Source: an optimization exercise on an open RTL-to-GDS flow (aim: small area, a short achievable clock period and few clock cycles). Production flows keep margins and buffers that such runs may drop. The RTL was checked by simulation tests, not by an equivalence proof against the original design. Power figures rest on the tool's default switching activity, not on a simulated workload.

[flow/config.mk]
export PLATFORM = sky130hd
export DESIGN_NAME = pnr_seq
export DESIGN_NICKNAME = pnr_seq
export VERILOG_FILES = /design/flow/design.v
export SDC_FILE = /design/flow/constraint.sdc
export NUM_CORES = 4
export LEC_CHECK = 0
export CAP_MARGIN = 20
export CORE_MARGIN = 2
export CORE_UTILIZATION = 40
export SLEW_MARGIN = 20
[flow/constraint.sdc]
create_clock -name core_clock -period 12.0 [get_ports {clk}]
set_input_delay 2.4000 -clock core_clock [delete_from_list [all_inputs] [get_ports {clk}]]
set_output_delay 2.4000 -clock core_clock [all_outputs]
set_load 0.01 [all_outputs]
[flow/design.v]
module pnr_seq (
    input  wire        clk,
    input  wire        rst,
    input  wire        cmd_valid,
    output wire        cmd_ready,
    input  wire [31:0] cmd_word,
    input  wire [31:0] cmd_arg0,
    input  wire [31:0] cmd_arg1,
    input  wire [31:0] cmd_arg2,
    input  wire [9:0]  cfg_cell,
    input  wire [11:0] cfg_rs_mask,
    input  wire [15:0] cfg_rs_moff,
    output reg         done,
    output wire [7:0]  err_code,
    output reg  [30:0] prbs_x1,
    output reg  [30:0] prbs_x2,
    output reg  [30:0] prbs_cinit,
    output reg  [31:0] prbs_pos,
    output reg  [31:0] prbs_out,
    output reg  [4:0]  map_i,
    output reg  [4:0]  map_q,
    output wire [7:0]  map_norm,
    output reg  [30:0] rs_cinit,
    output reg         re_valid,
    output reg  [11:0] re_k,
    output reg  [1:0]  re_bits
);
    localparam [7:0] OP_NOP       = 8'h00;
    localparam [7:0] OP_PRBS_SEED = 8'h10;
    localparam [7:0] OP_PRBS_GEN  = 8'h11;
    localparam [7:0] OP_PRBS_SKIP = 8'h12;
    localparam [7:0] OP_QAM_MAP   = 8'h20;
    localparam [7:0] OP_RS_CINIT  = 8'h30;
    localparam [7:0] OP_RS_GEN    = 8'h31;
    localparam [4:0] NC_STEPS = 5'd25;
    localparam integer EXT = 64 + 31;
    function [EXT-1:0] ext1(input [30:0] x);
        integer k;
        begin
            ext1 = {EXT{1'b0}};
            ext1[30:0] = x;
            for (k = 31; k < EXT; k = k + 1)
                ext1[k] = ext1[k-28] ^ ext1[k-31];
        end
    endfunction
    function [EXT-1:0] ext2(input [30:0] x);
        integer k;
        begin
            ext2 = {EXT{1'b0}};
            ext2[30:0] = x;
            for (k = 31; k < EXT; k = k + 1)
                ext2[k] = ext2[k-28] ^ ext2[k-29] ^ ext2[k-30] ^ ext2[k-31];
        end
    endfunction
    wire [EXT-1:0] e1 = ext1(prbs_x1);
    wire [EXT-1:0] e2 = ext2(prbs_x2);
    localparam [2:0] S_IDLE  = 3'd0;
    localparam [2:0] S_SINIT = 3'd1;    
    localparam [2:0] S_JUMP  = 3'd2;    
    localparam [2:0] S_MS1   = 3'd3;    
    localparam [2:0] S_MUL   = 3'd4;    
    localparam [2:0] S_RINIT = 3'd5;    
    localparam [2:0] S_EMIT  = 3'd6;    
    reg [2:0]  state;
    reg        idle;
    reg        err_rng, err_ill;
    reg [3:0]  norm_t;         
    reg [30:0] sav_x1, sav_x2;
    reg [31:0] rem;            
    reg [4:0]  ncnt;           
    reg        first;          
    reg        f_gen;          
    reg        f_rs;           
    reg        f_cin;          
    reg        f_pb;           
    reg [3:0]  mcnt;
    reg [11:0] mask;
    reg [11:0] mrem;           
    reg [11:0] kb;             
    reg [8:0]  rb_left;
    assign cmd_ready = idle;
    assign err_code  = {3'b000, err_rng | err_ill, 2'b00, err_ill, err_rng};
    assign map_norm  = {norm_t[3], 1'b0, norm_t[2], 1'b0, norm_t[1], 1'b0, norm_t[0], 1'b0};
    wire [7:0]  op  = cmd_word[31:24];
    wire [5:0]  cnt = cmd_word[5:0];
    wire [2:0]  ord = cmd_word[2:0];
    wire [1:0]  sel = cmd_word[1:0];
    wire z23_6 = (cmd_word[23:6] == 18'd0);
    wire z5_3  = (cmd_word[5:3] == 3'd0);
    wire z2    = ~cmd_word[2];
    wire z1_0  = (cmd_word[1:0] == 2'd0);
    wire z24   = z23_6 & z5_3 & z2 & z1_0;
    wire is_nop  = (op == OP_NOP)       & z24;
    wire is_seed = (op == OP_PRBS_SEED) & z24;
    wire is_gen  = (op == OP_PRBS_GEN)  & z23_6 & (cnt != 6'd0) & (~cnt[5] | (cnt[4:0] == 5'd0));
    wire is_skip = (op == OP_PRBS_SKIP) & z24;
    wire is_qam  = (op == OP_QAM_MAP)   & z23_6 & z5_3 & (~ord[2] | (ord[1:0] == 2'd0));
    wire is_rsc  = (op == OP_RS_CINIT)  & z23_6 & z5_3 & z2 & (sel != 2'd3);
    wire is_rsg  = (op == OP_RS_GEN)    & z23_6 & z5_3 & z2 & (sel != 2'd3);
    wire legal   = is_nop | is_seed | is_gen | is_skip | is_qam | is_rsc | is_rsg;
    wire accept = idle & cmd_valid;
    wire [8:0] f_rb0  = cmd_arg0[8:0];
    wire [8:0] f_nrbf = cmd_arg0[24:16];
    wire [9:0] rb_end = {1'b0, f_rb0} + {1'b0, f_nrbf};
    wire       rs_range_err = (rb_end > 10'd273);
    wire [30:0] raw_fields = {2'b00, cmd_arg1[18:12], cmd_arg1[11:8], cmd_arg1[7:0], cfg_cell};
    function signed [5:0] sgn(input b);
        sgn = b ? -6'sd1 : 6'sd1;
    endfunction
    reg signed [5:0] qa, qb;
    always @(*) begin
        case (ord)
            3'd0: begin
                qa = sgn(cmd_arg0[0]);
                qb = sgn(cmd_arg0[0]);
            end
            3'd1: begin
                qa = sgn(cmd_arg0[0]);
                qb = sgn(cmd_arg0[1]);
            end
            3'd2: begin
                qa = sgn(cmd_arg0[0]) * (6'sd2 - sgn(cmd_arg0[2]));
                qb = sgn(cmd_arg0[1]) * (6'sd2 - sgn(cmd_arg0[3]));
            end
            3'd3: begin
                qa = sgn(cmd_arg0[0]) * (6'sd4 - sgn(cmd_arg0[2]) * (6'sd2 - sgn(cmd_arg0[4])));
                qb = sgn(cmd_arg0[1]) * (6'sd4 - sgn(cmd_arg0[3]) * (6'sd2 - sgn(cmd_arg0[5])));
            end
            default: begin
                qa = sgn(cmd_arg0[0]) * (6'sd8 - sgn(cmd_arg0[2]) * (6'sd4 - sgn(cmd_arg0[4]) * (6'sd2 - sgn(cmd_arg0[6]))));
                qb = sgn(cmd_arg0[1]) * (6'sd8 - sgn(cmd_arg0[3]) * (6'sd4 - sgn(cmd_arg0[5]) * (6'sd2 - sgn(cmd_arg0[7]))));
            end
        endcase
    end
    wire [3:0] qn_t = {ord == 3'd4, ord >= 3'd3, ord >= 3'd2, 1'b1};
    wire        nc_nz  = (ncnt != 5'd0);
    wire        hi_nz  = (rem[31:6] != 26'd0);
    wire        mid_nz = (rem[5:4] != 2'd0);
    wire        lo_nz  = (rem[3:1] != 3'd0);
    wire        low6_z = (rem[5:0] == 6'd0);
    wire        rem_z  = ~hi_nz & low6_z;
    reg  [1:0]  jsel;         
    reg         jlast;
    always @(*) begin
        if (nc_nz) begin
            jsel  = 2'd3;
            jlast = (ncnt == 5'd1) & rem_z;
        end else if (hi_nz) begin
            jsel  = 2'd3;
            jlast = (rem[31:6] == 26'd1) & low6_z;
        end else if (mid_nz) begin
            jsel  = 2'd2;
            jlast = (rem[5:4] == 2'd1) & (rem[3:0] == 4'd0);
        end else if (lo_nz) begin
            jsel  = 2'd1;
            jlast = (rem[3:1] == 3'd1) & ~rem[0];
        end else begin
            jsel  = 2'd0;
            jlast = 1'b1;
        end
    end
    wire [31:0] rem_dec;
    assign rem_dec[31:6] = (nc_nz | ~hi_nz) ? rem[31:6] : rem[31:6] - 26'd1;
    assign rem_dec[5:4]  = (nc_nz | hi_nz | ~mid_nz) ? rem[5:4] : rem[5:4] - 2'd1;
    assign rem_dec[3:1]  = (nc_nz | hi_nz | mid_nz | ~lo_nz) ? rem[3:1] : rem[3:1] - 3'd1;
    assign rem_dec[0]    = (nc_nz | hi_nz | mid_nz | lo_nz) ? rem[0] : 1'b0;
    reg [1:0] esel;
    always @(*) esel = (state == S_EMIT) ? 2'd1 : jsel;
    reg [30:0] nx1, nx2;
    always @(*) begin
        case (esel)
            2'd0: begin nx1 = e1[31:1];  nx2 = e2[31:1];  end
            2'd1: begin nx1 = e1[32:2];  nx2 = e2[32:2];  end
            2'd2: begin nx1 = e1[46:16]; nx2 = e2[46:16]; end
            default: begin nx1 = e1[94:64]; nx2 = e2[94:64]; end
        endcase
    end
    wire [31:0] cbits = e1[31:0] ^ e2[31:0];
    reg  [31:0] gmask;
    integer gj;
    always @(*) begin
        for (gj = 0; gj < 32; gj = gj + 1)
            gmask[gj] = (gj < rem[5:0]);
    end
    wire [9:0]  r_cell = rs_cinit[9:0];
    wire [7:0]  r_slot = rs_cinit[17:10];
    wire [3:0]  r_symb = rs_cinit[21:18];
    wire [5:0]  r_ssb  = rs_cinit[27:22];
    wire        r_hf   = rs_cinit[28];
    wire [11:0] op_a   = 12'd14 * r_slot + r_symb + 12'd1;
    wire [6:0]  i_ssb  = (r_ssb <= 6'd3) ? ({1'b0, r_ssb} + {4'd0, r_hf, 2'b00})
                                         : ({1'b0, r_ssb} + {3'd0, r_hf, 3'b000});
    wire [6:0]  i_p1   = i_ssb + 7'd1;
    wire [8:0]  c4p1   = {1'b0, r_cell[9:2]} + 9'd1;
    wire [13:0] mx     = f_pb ? {re_k[8:0], 5'b00001} : {2'b00, re_k};
    wire [19:0] acc_n  = {rs_cinit[18:0], 1'b0} + (rs_cinit[30] ? {6'd0, mx} : 20'd0);
    wire [30:0] c_form = f_pb ? {5'd0, acc_n, 4'd0, mrem[1:0]}
                              : {acc_n[13:0], 6'd0, mrem[9:0], 1'b0};
    reg [3:0] ep;
    integer ei;
    always @(*) begin
        ep = 4'd0;
        for (ei = 11; ei >= 0; ei = ei - 1)
            if (mrem[ei]) ep = ei[3:0];
    end
    wire [11:0] mnext   = mrem & (mrem - 12'd1);
    wire        rb_end_ = (mnext == 12'd0);
    wire        no_res  = (mask == 12'd0) | (rb_left == 9'd0);
    always @(posedge clk) begin
        if (idle) begin
            sav_x1 <= prbs_x1;
            sav_x2 <= prbs_x2;
        end
        if (rst) begin
            state      <= S_IDLE;
            idle       <= 1'b1;
            done       <= 1'b0;
            err_rng    <= 1'b0;
            err_ill    <= 1'b0;
            prbs_x1    <= 31'd0;
            prbs_x2    <= 31'd0;
            prbs_cinit <= 31'd0;
            prbs_pos   <= 32'd0;
            prbs_out   <= 32'd0;
            map_i      <= 5'd0;
            map_q      <= 5'd0;
            norm_t     <= 4'd0;
            rs_cinit   <= 31'd0;
            re_valid   <= 1'b0;
        end else begin
            done     <= 1'b0;
            re_valid <= 1'b0;
            case (state)
                S_IDLE: begin
                    if (cmd_valid) begin
                        err_rng <= 1'b0;
                        err_ill <= ~legal;
                        first   <= is_gen | is_skip;
                        f_gen   <= is_gen;
                        f_rs    <= is_rsg;
                        f_cin   <= is_rsc;
                        f_pb    <= sel[0];
                        ncnt    <= NC_STEPS;
                        mask    <= cfg_rs_mask;
                        rb_left <= f_nrbf;
                        kb      <= {3'd0, f_rb0};
                        if (is_seed) begin
                            prbs_cinit <= cmd_arg0[30:0];
                            prbs_pos   <= 32'd0;
                            prbs_out   <= 32'd0;
                            rem        <= 32'd0;
                            idle       <= 1'b0;
                            state      <= S_SINIT;
                        end else if (is_gen) begin
                            rem   <= {26'd0, cnt};
                            ncnt  <= 5'd0;
                            idle  <= 1'b0;
                            state <= S_JUMP;
                        end else if (is_skip) begin
                            rem  <= cmd_arg0;
                            ncnt <= 5'd0;
                            if (cmd_arg0 == 32'd0) begin
                                done <= 1'b1;
                            end else begin
                                idle  <= 1'b0;
                                state <= S_JUMP;
                            end
                        end else if (is_qam) begin
                            map_i  <= qa[4:0];
                            map_q  <= qb[4:0];
                            norm_t <= qn_t;
                            done   <= 1'b1;
                        end else if (is_rsc) begin
                            rs_cinit <= sel[1] ? cmd_arg2[30:0] : raw_fields;
                            if (sel[1]) begin
                                done <= 1'b1;
                            end else begin
                                idle  <= 1'b0;
                                state <= S_MS1;
                            end
                        end else if (is_rsg) begin
                            if (rs_range_err) begin
                                err_rng <= 1'b1;
                                err_ill <= 1'b0;
                                done    <= 1'b1;
                            end else begin
                                rs_cinit <= sel[1] ? cmd_arg2[30:0] : raw_fields;
                                rem      <= {15'd0, cfg_rs_moff, 1'b0};
                                idle     <= 1'b0;
                                state    <= sel[1] ? S_RINIT : S_MS1;
                            end
                        end else begin
                            done <= 1'b1;
                        end
                    end
                end
                S_SINIT: begin
                    prbs_x1 <= 31'd1;
                    prbs_x2 <= prbs_cinit;
                    state   <= S_JUMP;
                end
                S_MS1: begin
                    kb       <= {kb[8:0], 3'd0} + {kb[9:0], 2'd0};
                    re_k     <= f_pb ? {3'd0, c4p1} : op_a;
                    mrem     <= {2'd0, r_cell};
                    rs_cinit <= {(f_pb ? {i_p1, 4'd0} : {r_cell, 1'b1}), 20'd0};
                    mcnt     <= f_pb ? 4'd7 : 4'd11;
                    state    <= S_MUL;
                end
                S_MUL: begin
                    mcnt     <= mcnt - 4'd1;
                    rs_cinit <= {rs_cinit[29:20], 1'b0, acc_n};
                    if (mcnt == 4'd1) begin
                        rs_cinit <= c_form;
                        mrem     <= mask;
                        if (f_cin | no_res) begin
                            done  <= 1'b1;
                            idle  <= 1'b1;
                            state <= S_IDLE;
                        end else begin
                            prbs_x1 <= 31'd1;
                            prbs_x2 <= c_form;
                            state   <= S_JUMP;
                        end
                    end
                end
                S_RINIT: begin
                    kb   <= {kb[8:0], 3'd0} + {kb[9:0], 2'd0};
                    mrem <= mask;
                    if (no_res) begin
                        done  <= 1'b1;
                        idle  <= 1'b1;
                        state <= S_IDLE;
                    end else begin
                        prbs_x1 <= 31'd1;
                        prbs_x2 <= rs_cinit;
                        state   <= S_JUMP;
                    end
                end
                S_JUMP: begin
                    prbs_x1 <= nx1;
                    prbs_x2 <= nx2;
                    ncnt    <= nc_nz ? ncnt - 5'd1 : 5'd0;
                    rem     <= rem_dec;
                    first   <= 1'b0;
                    if (first) begin
                        prbs_pos <= prbs_pos + rem;
                        if (f_gen)
                            prbs_out <= cbits & gmask;
                    end
                    if (jlast) begin
                        if (f_rs) begin
                            state <= S_EMIT;
                        end else begin
                            done  <= 1'b1;
                            idle  <= 1'b1;
                            state <= S_IDLE;
                        end
                    end
                end
                S_EMIT: begin
                    re_valid <= 1'b1;
                    re_k     <= kb + {8'd0, ep};
                    re_bits  <= {e1[1] ^ e2[1], e1[0] ^ e2[0]};
                    prbs_x1  <= nx1;
                    prbs_x2  <= nx2;
                    if (rb_end_) begin
                        mrem    <= mask;
                        kb      <= kb + 12'd12;
                        rb_left <= rb_left - 9'd1;
                        if (rb_left == 9'd1) begin
                            prbs_x1 <= sav_x1;
                            prbs_x2 <= sav_x2;
                            done    <= 1'b1;
                            idle    <= 1'b1;
                            state   <= S_IDLE;
                        end
                    end else begin
                        mrem <= mnext;
                    end
                end
                default: begin
                    idle  <= 1'b1;
                    state <= S_IDLE;
                end
            endcase
        end
    end
endmodule
[flow/run.sh]
#!/bin/bash
# synth_recipe.tcl (not shown) runs the flow's synth.tcl, then flattens the netlist and writes it again
# the make line also repeats each setting of config.mk as NAME=value (left out here)
make -C /OpenROAD-flow-scripts/flow DESIGN_CONFIG=/design/flow/config.mk WORK_HOME=/design/flow/orfs CLKGATE_MAP_FILE= SYNTH_SCRIPT=/design/flow/synth_recipe.tcl finish
==> notes.md, run 1 <==
DIE HEIGHT 264 um; Synth warnings 1; setup repair after global routing missed its margin no; minimum clock period 6440 ps; number of antenna violations at the first check in global routing 1; final-report hold violation count 0; Std-Cell Rows 95; layout overhead on the synthesized area 21.2%; Setup Crit Path Kind input port to register; Gate power share 9.3%; max_cap viols 0; power density over the cells 92.5 nW/um2; final period utilization 53.6%; number of I/O port buffers 376; mean cell area of the mapped netlist 8.33 um2; average detailed-routed wire length per instance 24.7 um; global-route wire length before repair 159 mm; Clk pwr share 46.4%; Worst R2R Setup Slack 7550 ps; Detail Route Antenna Nets 0; flops & latches, synth 375; setup-violating endpoint count in the final report 0; part of the power in registers 44.3%; total overflow reported by the global router 0; most common cell after layout, fill and taps aside clkdlybuf4s50_1; number of flops mapped to enable cells by yosys 167; leading cell types in the layout, fill and taps excluded 374 x clkdlybuf4s50_1, 335 x nand2_1, 322 x a21oi_1, 310 x nor2_1, 207 x dfxtp_1; gate count after technology mapping 3246; maximum vdd drop 0.0000871 V; clk slew on worst S/H paths 60 ps; NumNets Final 3791; final-report max-slew violation count 0; data required time at the worst endpoint 12500 ps; count of boundary I/O pins 400; total negative setup slack 0 ps; gpl congestion 0.923; vias in the first global route 24693; met2 track demand over resource in global routing 46.7%; CTS hold repair buffers 0; count of clock tree sinks 375; DR vias 26599; sequential-to-total area share from yosys stat 34.0%; Tot GR Track Use 29.8%; worst clock skew on the final layout 44.8 ps; CTS tree done; Overall Power 3.03 mW; leakage dissipation 12.0 nW; startpoint kind of the worst setup timing path input port; total clock buffers created by CTS 46; total core area 67000 um2; pin count of the biggest net entering global routing 73; prevailing post-synth register cell dfxtp_1; clk latency of the worst-skew pair 630 ps; Clock Path Buffers 3; switching power share of the total 25.4%; most congested layer reported by global routing met2; setup bufs post-CTS 0; top achievable clock speed 155 MHz; initial core utilization 40.3%; CTS H-Tree Depth 2; hpwl dp 77.5 mm; netlist area before placement 27000 um2; worst rel slew slack 27.2%; slew of the pin with the lowest slew margin 1090 ps; # resized after CTS 0; horizontal extent of the die 264 um; fraction of layout instances using a drive strength above 1 5.46%; routed wire length 108 mm; global-route track usage on met1 39.9%; share of synthesized registers carrying an async set or reset 0%; Iteration-0 DRC Markers 2823; Initial DRT Pass Iterations 10; CP max FO 8; data arrival at the endpoint of the critical path 6940 ps; Netlist cell types 94; worst hold path type register to register; floorplan die area 69700 um2; total internal power 2.26 mW; per-cell via count in the routed design 6.09; run status complete, no violations; Clock Tree Root clkbuf_16; GR met3 Demand/Resource 6.35%; endpoint kind of the worst setup timing path register; remaining design rule violation count 0; net switching power figure 770 uW
-- layout make-up --
| type | count | area (um2) |
|---|---|---|
| Multi-Input combinational cell | 2521 | 16500 |
| Clock buffer | 62 | 1270 |
| Inverter | 84 | 315 |
| Sequential cell | 375 | 9180 |
| Tap cell | 873 | 1090 |
| Fill cell | 6639 | 34300 |
| Clock inverter | 24 | 220 |
| Antenna cell | 1 | 2.50 |
| Timing Repair Buffer | 431 | 4170 |
-- cells in the mapped netlist (all sizes together) (24+ instances only) --
master	instances	area [um2]
o22ai	42	263
a221oi	52	455
a22oi	46	345
mux2i	54	541
xnor2	181	1590
edfxtp	167	5010
buf	65	368
a21o	25	188
nor3	78	417
inv	84	315
a221o	28	280
a21oi	324	1630
o21ai	203	1020
nor4	46	300
o211ai	30	225
nor2b	24	150
xor2	109	955
nand2	337	1270
nor2	315	1180
ha	143	1790
a211oi	31	238
clkbuf	209	786
dfxtp	208	4160
nand3	81	410
-- stage by stage --
| stage | util, % | std cells | area, um2 | hold slack (ps) | setup slack [ps] |
|---|---|---|---|---|---|
| global route | 48.9 | 4370 | 32800 | 484 | 5270 |
| floorplan | - | 3254 | 27100 | 441 | 5950 |
| CTS | 48.9 | 4370 | 32700 | 451 | 5540 |
| finish | 48.9 | 4371 | 32800 | 455 | 5560 |
| detailed placement | 46.6 | 4284 | 31300 | 448 | 4920 |
| global placement | 46.6 | 4284 | 31300 | 446 | 4960 |
-- registers in the layout, summed over array words and instances (netlist names), 31 cells and up --
signal and cells:
prbs_out 32, prbs_pos 32, rem 32, prbs_cinit 31, prbs_x1 31, prbs_x2 31
rs_cinit 31, sav_x1 31, sav_x2 31
-- power by group through the flow --
stage / combinational [mW] / clock [mW] / sequential, mW
floorplan: 0.169 / 0 / 1.37
global placement: 0.278 / 0 / 1.37
detailed placement: 0.281 / 0 / 1.37
CTS: 0.283 / 1.42 / 1.34
global route: 0.309 / 1.47 / 1.34
finish: 0.282 / 1.41 / 1.34
-- kinds of logic (layout without fill, tap and decap cells) --
group | count (synthesis) | after routing | synth area share, %
buf+inv | 358 | 601 | 5.44
mux | 65 | 65 | 2.46
other cells | 1 | 10 | 0.0139
xor+xnor | 290 | 290 | 9.40
fa+ha+maj | 165 | 165 | 8.18
flops | 375 | 375 | 34.0
compound gates | 976 | 976 | 23.2
simple gates | 1016 | 1016 | 17.3
-- critical path, stage by stage --
cell	delay, ps
clkdlybuf4s50_1	460
buf_4	210
inv_1	120
ha_1	330
inv_1	50
ha_1	190
ha_1	300
fa_1	540
inv_1	40
ha_1	340
xor2_1	160
ha_1	300
fa_1	420
xor2_1	180
xnor2_1	190
xnor2_1	150
xnor2_1	140
nand2_1	70
o31a_1	110
a211oi_1	210
-- layer usage --
| metal | vias up | part of all wire [%] |
|---|---|---|
| met5 | - | 0.011 |
| met4 | 2 | 4.2 |
| met3 | 241 | 9.9 |
| met2 | 1359 | 45 |
| met1 | 12768 | 41 |
| li1 | 12229 | - |
-- worst paths after layout --
path                            depth (start not counted)      endpoint    startpoint
worst max-delay path                                   20      map_i[4]   cmd_arg0[6]
worst min-delay path                                    2  prbs_out[16]  prbs_out[16]
worst max register to register                         10   prbs_x2[25]       mrem[0]
worst min register to register                          2  prbs_out[16]  prbs_out[16]
Testbench counts, summed over its fixed seeds: cycles 49,784.
==> run 2: changes to the inputs <==
--- a/flow/design.v
+++ b/flow/design.v
@@ -18,6 +18,6 @@
     output reg  [31:0] prbs_pos,
     output reg  [31:0] prbs_out,
-    output reg  [4:0]  map_i,
-    output reg  [4:0]  map_q,
+    output wire [4:0]  map_i,
+    output wire [4:0]  map_q,
     output wire [7:0]  map_norm,
     output reg  [30:0] rs_cinit,
@@ -65,5 +65,7 @@
     reg        idle;
     reg        err_rng, err_ill;
-    reg [3:0]  norm_t;         
+    reg [3:1]  norm_t;         
+    reg        map_v;          
+    reg [4:1]  map_ih, map_qh;
     reg [30:0] sav_x1, sav_x2;
     reg [31:0] rem;            
@@ -77,9 +79,11 @@
     reg [11:0] mask;
     reg [11:0] mrem;           
-    reg [11:0] kb;             
+    reg [9:0]  kb;             
     reg [8:0]  rb_left;
     assign cmd_ready = idle;
     assign err_code  = {3'b000, err_rng | err_ill, 2'b00, err_ill, err_rng};
-    assign map_norm  = {norm_t[3], 1'b0, norm_t[2], 1'b0, norm_t[1], 1'b0, norm_t[0], 1'b0};
+    assign map_norm  = {norm_t[3], 1'b0, norm_t[2], 1'b0, norm_t[1], 1'b0, map_v, 1'b0};
+    assign map_i     = {map_ih, map_v};
+    assign map_q     = {map_qh, map_v};
     wire [7:0]  op  = cmd_word[31:24];
     wire [5:0]  cnt = cmd_word[5:0];
@@ -105,33 +109,17 @@
     wire       rs_range_err = (rb_end > 10'd273);
     wire [30:0] raw_fields = {2'b00, cmd_arg1[18:12], cmd_arg1[11:8], cmd_arg1[7:0], cfg_cell};
-    function signed [5:0] sgn(input b);
-        sgn = b ? -6'sd1 : 6'sd1;
-    endfunction
-    reg signed [5:0] qa, qb;
-    always @(*) begin
-        case (ord)
-            3'd0: begin
-                qa = sgn(cmd_arg0[0]);
-                qb = sgn(cmd_arg0[0]);
-            end
-            3'd1: begin
-                qa = sgn(cmd_arg0[0]);
-                qb = sgn(cmd_arg0[1]);
-            end
-            3'd2: begin
-                qa = sgn(cmd_arg0[0]) * (6'sd2 - sgn(cmd_arg0[2]));
-                qb = sgn(cmd_arg0[1]) * (6'sd2 - sgn(cmd_arg0[3]));
-            end
-            3'd3: begin
-                qa = sgn(cmd_arg0[0]) * (6'sd4 - sgn(cmd_arg0[2]) * (6'sd2 - sgn(cmd_arg0[4])));
-                qb = sgn(cmd_arg0[1]) * (6'sd4 - sgn(cmd_arg0[3]) * (6'sd2 - sgn(cmd_arg0[5])));
-            end
-            default: begin
-                qa = sgn(cmd_arg0[0]) * (6'sd8 - sgn(cmd_arg0[2]) * (6'sd4 - sgn(cmd_arg0[4]) * (6'sd2 - sgn(cmd_arg0[6]))));
-                qb = sgn(cmd_arg0[1]) * (6'sd8 - sgn(cmd_arg0[3]) * (6'sd4 - sgn(cmd_arg0[5]) * (6'sd2 - sgn(cmd_arg0[7]))));
-            end
+    function [3:0] qam_t(input [2:0] o, input x2, input x4, input x6);
+        case (o)
+            3'd2:    qam_t = {3'b000, x2};
+            3'd3:    qam_t = {2'b00, x2, ~(x2 ^ x4)};
+            3'd4:    qam_t = {1'b0, x2, ~(x4 ^ x2), ~(x4 ^ x6) ^ ~x2};
+            default: qam_t = 4'd0;
         endcase
-    end
-    wire [3:0] qn_t = {ord == 3'd4, ord >= 3'd3, ord >= 3'd2, 1'b1};
+    endfunction
+    wire [3:0] qt_i = qam_t(ord, cmd_arg0[2], cmd_arg0[4], cmd_arg0[6]);
+    wire [3:0] qt_q = qam_t(ord, cmd_arg0[3], cmd_arg0[5], cmd_arg0[7]);
+    wire       qs_i = cmd_arg0[0];
+    wire       qs_q = (ord == 3'd0) ? cmd_arg0[0] : cmd_arg0[1];
+    wire [3:1] qn_t = {ord == 3'd4, ord >= 3'd3, ord >= 3'd2};
     wire        nc_nz  = (ncnt != 5'd0);
     wire        hi_nz  = (rem[31:6] != 26'd0);
@@ -160,4 +148,13 @@
         end
     end
+    reg  [6:0]  step_val;
+    always @(*) begin
+        case (jsel)
+            2'd0:    step_val = 7'd1;
+            2'd1:    step_val = 7'd2;
+            2'd2:    step_val = 7'd16;
+            default: step_val = 7'd64;
+        endcase
+    end
     wire [31:0] rem_dec;
     assign rem_dec[31:6] = (nc_nz | ~hi_nz) ? rem[31:6] : rem[31:6] - 26'd1;
@@ -181,5 +178,5 @@
     always @(*) begin
         for (gj = 0; gj < 32; gj = gj + 1)
-            gmask[gj] = (gj < rem[5:0]);
+            gmask[gj] = rem[5] | (gj < rem[4:0]);
     end
     wire [9:0]  r_cell = rs_cinit[9:0];
@@ -204,4 +201,5 @@
             if (mrem[ei]) ep = ei[3:0];
     end
+    wire [9:0]  kb_sum  = kb + ((state == S_EMIT) ? 10'd3 : {kb[8:0], 1'b0});
     wire [11:0] mnext   = mrem & (mrem - 12'd1);
     wire        rb_end_ = (mnext == 12'd0);
@@ -223,7 +221,8 @@
             prbs_pos   <= 32'd0;
             prbs_out   <= 32'd0;
-            map_i      <= 5'd0;
-            map_q      <= 5'd0;
-            norm_t     <= 4'd0;
+            map_ih     <= 4'd0;
+            map_qh     <= 4'd0;
+            map_v      <= 1'b0;
+            norm_t     <= 3'd0;
             rs_cinit   <= 31'd0;
             re_valid   <= 1'b0;
@@ -236,5 +235,5 @@
                         err_rng <= 1'b0;
                         err_ill <= ~legal;
-                        first   <= is_gen | is_skip;
+                        first   <= is_gen;
                         f_gen   <= is_gen;
                         f_rs    <= is_rsg;
@@ -244,5 +243,5 @@
                         mask    <= cfg_rs_mask;
                         rb_left <= f_nrbf;
-                        kb      <= {3'd0, f_rb0};
+                        kb      <= {1'b0, f_rb0};
                         if (is_seed) begin
                             prbs_cinit <= cmd_arg0[30:0];
@@ -267,6 +266,7 @@
                             end
                         end else if (is_qam) begin
-                            map_i  <= qa[4:0];
-                            map_q  <= qb[4:0];
+                            map_ih <= qt_i ^ {4{qs_i}};
+                            map_qh <= qt_q ^ {4{qs_q}};
+                            map_v  <= 1'b1;
                             norm_t <= qn_t;
                             done   <= 1'b1;
@@ -301,5 +301,4 @@
                 end
                 S_MS1: begin
-                    kb       <= {kb[8:0], 3'd0} + {kb[9:0], 2'd0};
                     re_k     <= f_pb ? {3'd0, c4p1} : op_a;
                     mrem     <= {2'd0, r_cell};
@@ -313,18 +312,15 @@
                     if (mcnt == 4'd1) begin
                         rs_cinit <= c_form;
-                        mrem     <= mask;
-                        if (f_cin | no_res) begin
+                        if (f_cin) begin
                             done  <= 1'b1;
                             idle  <= 1'b1;
                             state <= S_IDLE;
                         end else begin
-                            prbs_x1 <= 31'd1;
-                            prbs_x2 <= c_form;
-                            state   <= S_JUMP;
+                            state <= S_RINIT;
                         end
                     end
                 end
                 S_RINIT: begin
-                    kb   <= {kb[8:0], 3'd0} + {kb[9:0], 2'd0};
+                    kb   <= kb_sum;
                     mrem <= mask;
                     if (no_res) begin
@@ -344,9 +340,8 @@
                     rem     <= rem_dec;
                     first   <= 1'b0;
-                    if (first) begin
-                        prbs_pos <= prbs_pos + rem;
-                        if (f_gen)
-                            prbs_out <= cbits & gmask;
-                    end
+                    if (~f_rs & ~nc_nz)
+                        prbs_pos <= prbs_pos + step_val;
+                    if (first & f_gen)
+                        prbs_out <= cbits & gmask;
                     if (jlast) begin
                         if (f_rs) begin
@@ -361,5 +356,5 @@
                 S_EMIT: begin
                     re_valid <= 1'b1;
-                    re_k     <= kb + {8'd0, ep};
+                    re_k     <= {kb + {8'd0, ep[3:2]}, ep[1:0]};
                     re_bits  <= {e1[1] ^ e2[1], e1[0] ^ e2[0]};
                     prbs_x1  <= nx1;
@@ -367,5 +362,5 @@
                     if (rb_end_) begin
                         mrem    <= mask;
-                        kb      <= kb + 12'd12;
+                        kb      <= kb_sum;
                         rb_left <= rb_left - 9'd1;
                         if (rb_left == 9'd1) begin
==> notes.md, run 2 <==
netlist area before placement 24600 um2 (-8.8%); worst clock skew on the final layout 15.1 ps (-29.8 ps); Netlist cell types 92 (-2.1%); Synth top area share 20.1% (+1.5 points); vias in the first global route 23357 (-5.4%); pin count of the biggest net entering global routing 88 (+21%); Regs by FF count prbs_out x32, prbs_pos x32, rem x32; endpoint kind of the worst setup timing path register; minimum clock period 6180 ps (-251 ps); most common cell in the netlist nand2_1; CTS H-Tree Depth 2 (unchanged); per-cell via count in the routed design 6.20 (+1.8%); Clock Tree Root clkbuf_16; flops & latches, synth 373 (-0.53%); run status complete, no violations; floorplan die area 63600 um2 (-8.7%); worst rel slew slack 29.1% (+1.9 points); most area-hungry cell type in the Yosys netlist edfxtp_1; fraction of layout instances using a drive strength above 1 6.46% (+1.0 points); count of boundary I/O pins 400 (unchanged); top achievable clock speed 162 MHz (+4.1%); Std-Cell Rows 90 (-5.3%); Initial DRT Pass Iterations 6 (-4); worst hold path type register to register; number of flops mapped to enable cells by yosys 165 (-1.2%); clk slew on worst S/H paths 60 ps (about the same); slew of the pin with the lowest slew margin 1060 ps (-30.3 ps); launching point of the worst reg2reg path ncnt[0]; Clock Path Buffers 3 (unchanged); leakage dissipation 11.0 nW (-8.5%); Worst R2R Setup Slack 6150 ps (-1400 ps); endpoint of the worst-slack reg-to-reg timing path prbs_pos[30]; Overall Power 2.85 mW (-6.0%); max_cap viols 0 (unchanged); cell types with the highest counts after synthesis 292 x nand2_1, 269 x nor2_1, 208 x dfxtp_1; layout overhead on the synthesized area 22.9%; cell depth of the worst flop-to-flop path 17 (+7); gpl congestion 0.942 (+2.1%); horizontal extent of the die 252 um (-4.4%); total clock buffers created by CTS 44 (-4.3%); CTS hold repair buffers 0 (unchanged); total overflow reported by the global router 0 (unchanged); Detail Route Antenna Nets 0 (unchanged); number of filler instances in the final layout 5759 (-13%); NumNets Final 3367 (-11%); total core area 60600 um2 (-9.6%); initial core utilization 40.7% (+0.37 points); data required time at the worst endpoint 12470 ps (-30 ps); share of synthesized registers carrying an async set or reset 0% (unchanged); Synth warnings 1 (unchanged); average detailed-routed wire length per instance 26.3 um (+6.4%); worst slack after detailed placement 5310 ps (+386 ps); number of I/O port buffers 376 (unchanged); clk latency of the worst-skew pair 590 ps (-40 ps); final-report max-slew violation count 0 (unchanged); leading cell types in the layout, fill and taps excluded 374 x clkdlybuf4s50_1, 292 x nand2_1, 265 x nor2_1, 207 x dfxtp_1, 204 x a21oi_1; total negative setup slack 0 ps (unchanged); setup-violating endpoint count in the final report 0 (unchanged); DR vias 24325 (-8.5%); setup bufs post-CTS 0 (unchanged); sequential-to-total area share from yosys stat 37.0% (+3.0 points); DIE HEIGHT 252 um (-4.4%); Setup Crit Path Kind input port to register; hpwl dp 75.3 mm (-2.9%); multi-input gate area in the final layout 14400 um2 (-13%); maximum vdd drop 0.0000918 V (+5.4%); CTS tree done; power density over the cells 94.0 nW/um2 (+1.6%); prevailing post-synth register cell dfxtp_1; number of antenna violations at the first check in global routing 1 (unchanged); synth top area cells edfxtp_1 20%, dfxtp_1 17%, xnor2_1 5.9%; final worst slack 5820 ps (+251 ps); final-report hold violation count 0 (unchanged); final period utilization 51.5% (-2.1 points); CP startpoint cmd_arg0[1]; Tot GR Track Use 31.4% (+1.7 points); area of all sequential standard cells 9120 um2 (-0.65%); count of clock tree sinks 373 (-0.53%); mean cell area of the mapped netlist 8.59 um2 (+3.2%); # resized after CTS 0 (unchanged); Inserted Diodes 0 (-1); remaining design rule violation count 0 (unchanged); Iteration-0 DRC Markers 2746 (-2.7%); setup repair after global routing missed its margin no; data arrival at the endpoint of the critical path 6660 ps (-280 ps); CP max FO 17 (+9); global-route wire length before repair 152 mm (-4.9%); gate count after technology mapping 2869 (-12%); most common cell after layout, fill and taps aside clkdlybuf4s50_1; startpoint kind of the worst setup timing path input port; routed wire length 103 mm (-4.5%); capture point of the worst path rs_cinit[7]
[run 2: changes by cell type after synthesis, moves of 18 or more]
cell	delta
nand3_1	-18
a21oi_1	-116
inv_1	-26
nor2_1	-46
o21ai_1	-35
ha_1	-66
nand2_1	-44
a22oi_1	-18
[run 2: layer usage]
metal	global-route usage [%]	part of all wire (%)	vias up
met3	5.76	8.9	231
met1	41.2	41	11789
met2	50.5	46	1318
li1	-	-	10985
met4	13.9	4.5	2
met5	0	0.013	-
[run 2: stage by stage]
step | hold slack (ps) | cells | instance area [um2] | util (%)
2_1_floorplan | 439 | 2877 | 24700 | -
3_3_place_gp | 444 | 3842 | 28900 | 47.7
3_5_place_dp | 448 | 3842 | 28900 | 47.7
4_1_cts | 456 | 3924 | 30300 | 50.0
5_1_grt | 483 | 3925 | 30300 | 50.0
6_report | 457 | 3925 | 30300 | 50.0
[run 2: report_power, final]
| part | switching, mW | internal [mW] |
|---|---|---|
| logic | 0.101 | 0.0906 |
| clock network | 0.571 | 0.754 |
| registers | 0.00585 | 1.33 |
[run 2: kinds of logic after synthesis]
kind of cell               count (synthesis)  synth area share [%]
and+or+nand+nor                          939                  18.0
AOI/OAI and AO/OA                        803                  21.5
DFF                                      373                  37.0
buffers and inverters                    305                  5.06
xor gates and xnor gates                 274                  9.79
adders and majority gates                 92                  5.09
muxes                                     82                  3.46
other                                      1                0.0152
[run 2: how the worst min path moves through the flow]
stage / start / endpoint / slack [ps] / depth (start not counted)
after floorplan: sav_x1[20] / prbs_x1[20] / 440 / 2
after CTS: map_ih[2] / map_ih[2] / 460 / 2
after global placement: map_ih[1] / map_ih[1] / 440 / 2
after detailed placement: norm_t[2] / norm_t[2] / 450 / 2
after global routing: map_qh[1] / map_qh[1] / 480 / 2
final: map_ih[2] / map_ih[2] / 460 / 2
[run 2: cell type report]
type / instances / area share (%)
Timing Repair Buffer: 429 / 13.7
Clock inverter: 18 / 0.434
Multi-Input combinational cell: 2199 / 47.6
Inverter: 60 / 0.743
Clock buffer: 64 / 4.16
Tap cell: 782 / 3.23
Sequential cell: 373 / 30.1
[run 2: critical path: stages]
cell and delay (ps):
clkdlybuf4s50_1 700, fa_1 580, a211oi_1 390, o21ai_0 200, a21o_1 220, a21oi_1 170
xnor2_1 170, o32a_1 220, buf_4 260, a21o_1 560, buf_4 390, mux2_2 370
Testbench counts of run 2, summed over its fixed seeds: cycles 49,926.

-- separate check: timing with driven ports --
How much do the figures lean on ideal ports? The routed layouts below were timed once more, with nothing changed but the port constraints. Step 1 sets driving cells, clkbuf_16 on the clock port and buf_2 on the other inputs (assumed; they add their load-dependent delay and slew). Step 2, shift: input delay + t, output delay - t, t = (earliest + latest rising clock arrival at the registers) / 2. This alone moves slack from input paths to output paths. a / b / c = ideal / step 1 / step 2; a / b = the first two.
run | t, ns | setup WS [ns] | worst hold slack (ns) | slew at the worst register clock pin (ns) | cell pins on the clock port's net
run 1 | 0.672 | 5.564 / 5.597 / 4.925 | 0.455 / 0.455 / 0.455 | 0.07 / 0.07 | 1
run 2 | 0.649 | 5.815 / 5.847 / 5.198 | 0.457 / 0.457 / 0.457 | 0.06 / 0.06 | 1
After both steps every run listed still meets setup and hold. The setup slack of run 1, which loses most, moves by +0.033 ns with the drivers and by -0.639 ns with both steps.
